This is an optimization exercise on Yosys and OpenROAD, whose aim is small area, a short achievable clock period and few clock cycles per item, not a production implementation. Function was checked by simulation only, so behaviour that the tests miss may differ from the original. Power is estimated from default activity; no workload was simulated.

## old
Design kemojo, start of the top module:
module kemojo (
    input  wire        clk,
    input  wire        rst,         
    input  wire        ev_valid,
    output wire        ev_ready,
    input  wire [2:0]  ev_type,
    input  wire [31:0] ev_data,
    output wire        out_valid,   
    output wire [7:0]  out_data,    
    output wire        timer_armed  
);
    localparam BOOT_BYTE = 8'hF1;
    localparam EV_HOST    = 3'd0;
    localparam EV_TICK    = 3'd1;
    localparam EV_KEY     = 3'd2;
    localparam EV_MOTION  = 3'd3;
    localparam EV_BUTTONS = 3'd4;
    localparam EV_EXPIRE  = 3'd5;
    localparam EV_POP     = 3'd6;
    localparam M_OFF = 2'd0, M_REL = 2'd1, M_ABS = 2'd2, M_CUR = 2'd3;
    localparam J_OFF = 2'd0, J_AUTO = 2'd1, J_MON = 2'd2;
    localparam K_TICK = 2'd0, K_KEY = 2'd1, K_MOT = 2'd2, K_DISP = 2'd3;
    localparam TS_P  = 3'd0,     
               TS_F  = 3'd1,     
               TS_M  = 3'd2,     
               TS_J  = 3'd3,     
               TS_LR = 3'd4,     
               TS_C  = 3'd5;     
    reg        rdy, ovr;
    reg [5:0]  head, hp1, tail;
    reg [6:0]  count;
    reg [7:0]  hbyte;
    reg [3:0]  ek;                   
    wire       e_v = |ek;
    reg [31:0] evd;
    reg        e_wrst, e_absd;
    reg [5:0]  tsh;                  
    reg [3:0]  steps;
    reg [7:0]  c0;
    reg [2:0]  c0len;
    reg [31:0] sr;
    reg [2:0]  cmdlen;
    reg        pause, booting, mdis, jdis, medr;
    reg [1:0]  mmode, jmode;
    reg [2:0]  action;
    reg [15:0] abs_x, abs_y, max_x, max_y;
    reg [31:0] acc_x, acc_y;         
    reg [31:0] dp_x, dp_y;           
    reg [7:0]  scale_x, scale_y, thr_x, thr_y, kc_x, kc_y;
    reg        ysign;
  ...
Size: ~5900 cells after synthesis, about 49 I/O pins.
Settings: LEC_CHECK=0, CAP_MARGIN=20, CORE_MARGIN=2, CORE_UTILIZATION=40, SETUP_SLACK_MARGIN=5, SLEW_MARGIN=20; clock period 11.0 ns.
standard.sh (not shown) runs the stock make flow with config.mk's settings and CLKGATE_MAP_FILE= SYNTH_SCRIPT=/design/flow/synth_recipe.tcl, a recipe that flattens the netlist after the stock synthesis.
==> flow/flow/run.sh <==
#!/bin/bash
# Standard layout (the standard.sh), with the setup repair aiming further
# below the clock period: the repair margin is raised from 5 ns to 6 ns.
# Every tool's output goes to standard.log in this folder.
set -e
sed 's/SETUP_SLACK_MARGIN=5/SETUP_SLACK_MARGIN=6/' standard.sh > standard_m6.sh
bash standard_m6.sh > standard.log 2>&1
Testbench counts of old, summed over its fixed seeds: cycles 27,240, events 24,014.
Edits applied to the flow inputs when going from old to new:
Settings: CORE_UTILIZATION: 40 -> 50.
==> comparison <==
The minimum clock period after layout reported for new is greater than that of old by 0.016 ns. Looking at clock power, new sits about 5% below old. For the met3 demand-to-capacity share in global routing, new came in 0.35 points higher than old did. new went all the way through synthesis, placement and routing and the layout is clean on timing, DRC and antenna. Re worst setup slack: new is 0.016 ns down on old. In terms of final critical-path share of the clock period, new and old differ only marginally.

---

north:
Starting RTL as in the previous note.
clock: 11.0 ns
lec_check: 0
cap_margin: 20
core_margin: 2
core_utilization: 40
setup_slack_margin: 5
slew_margin: 20
run.sh (not shown) runs the stock make flow with config.mk's settings and CLKGATE_MAP_FILE= SYNTH_SCRIPT=/design/flow/synth_recipe.tcl, a recipe that flattens the netlist after the stock synthesis.
Stock flow here: none of the scripts above is used.
Testbench counts of north, summed over its fixed seeds: cycles 27,240, events 24,014.
> inputs changed (north -> east)
Settings: a change of CORE_UTILIZATION from 40 to 56.
==> flow/flow/run.sh (new file) <==
#!/bin/bash
# Standard layout (the standard.sh), with the setup repair aiming further
# below the clock period: the repair margin is raised from 5 ns to 6 ns.
# Every tool's output goes to standard.log in this folder.
set -e
sed 's/SETUP_SLACK_MARGIN=5/SETUP_SLACK_MARGIN=6/' standard.sh > standard_m6.sh
bash standard_m6.sh > standard.log 2>&1
==> flow/standard.sh (new file) <==
#!/bin/bash
# synth_recipe.tcl (not shown) runs the flow's synth.tcl, then flattens the netlist and writes it again
# the make line also repeats each setting of config.mk as NAME=value (left out here)
make -C /OpenROAD-flow-scripts/flow DESIGN_CONFIG=/design/flow/config.mk WORK_HOME=/design/flow/orfs CLKGATE_MAP_FILE= SYNTH_SCRIPT=/design/flow/synth_recipe.tcl "${@:-finish}"
removed: flow/run.sh
### Flow results
Diff north -> east | cell area power density | increase of 0.58%. For the largest stage delay on the critical path, east came in 0.51 ns lower than north did. Higher logic gate share of total power was reported by east, not north. east against north: global-route wire length before repair fell by 1.5%, top achievable clock speed rose by about 16%, overall track demand over capacity in global routing rose by 10 points, post-detailed-placement cell area fell by about 1%.

-- separate check: timing with driven ports --
No port has a modelled driver above. Below, the same layouts with a new extraction and two added sets of constraints.
Step 1, drivers: a clkbuf_16 drives clk and a buf_2 each remaining input, both assumed.
Step 2 adds t to the input delays and takes it off the output delays; t is the mean of the earliest and latest rising clock arrival at the registers after step 1. Input paths then give back, and output paths get back, about the clock's delay inside the block.
a / b / c = ideal / step 1 / step 2; a / b = the first two.
run | shift t [ns] | slack for setup (ns) | hold WS [ns] | worst setup path at the end | latest minus earliest clock arrival (ns)
old | 0.819 | 6.014 / 6.014 / 5.200 | 0.433 / 0.433 / 0.433 | input to register | 0.060 / 0.061
new | 0.810 | 5.998 / 5.998 / 5.443 | 0.442 / 0.442 / 0.442 | input to register | 0.024 / 0.024
north | 0.809 | 5.123 / 5.123 / 4.690 | 0.390 / 0.390 / 0.390 | input to register | 0.057 / 0.056
east | 0.798 | 5.923 / 5.923 / 5.241 | 0.440 / 0.440 / 0.440 | input to register | 0.035 / 0.034
After both steps setup and hold are still met in every run listed. The setup slack of old, which loses most, moves by 0.000 ns with the drivers and by -0.814 ns with both steps.
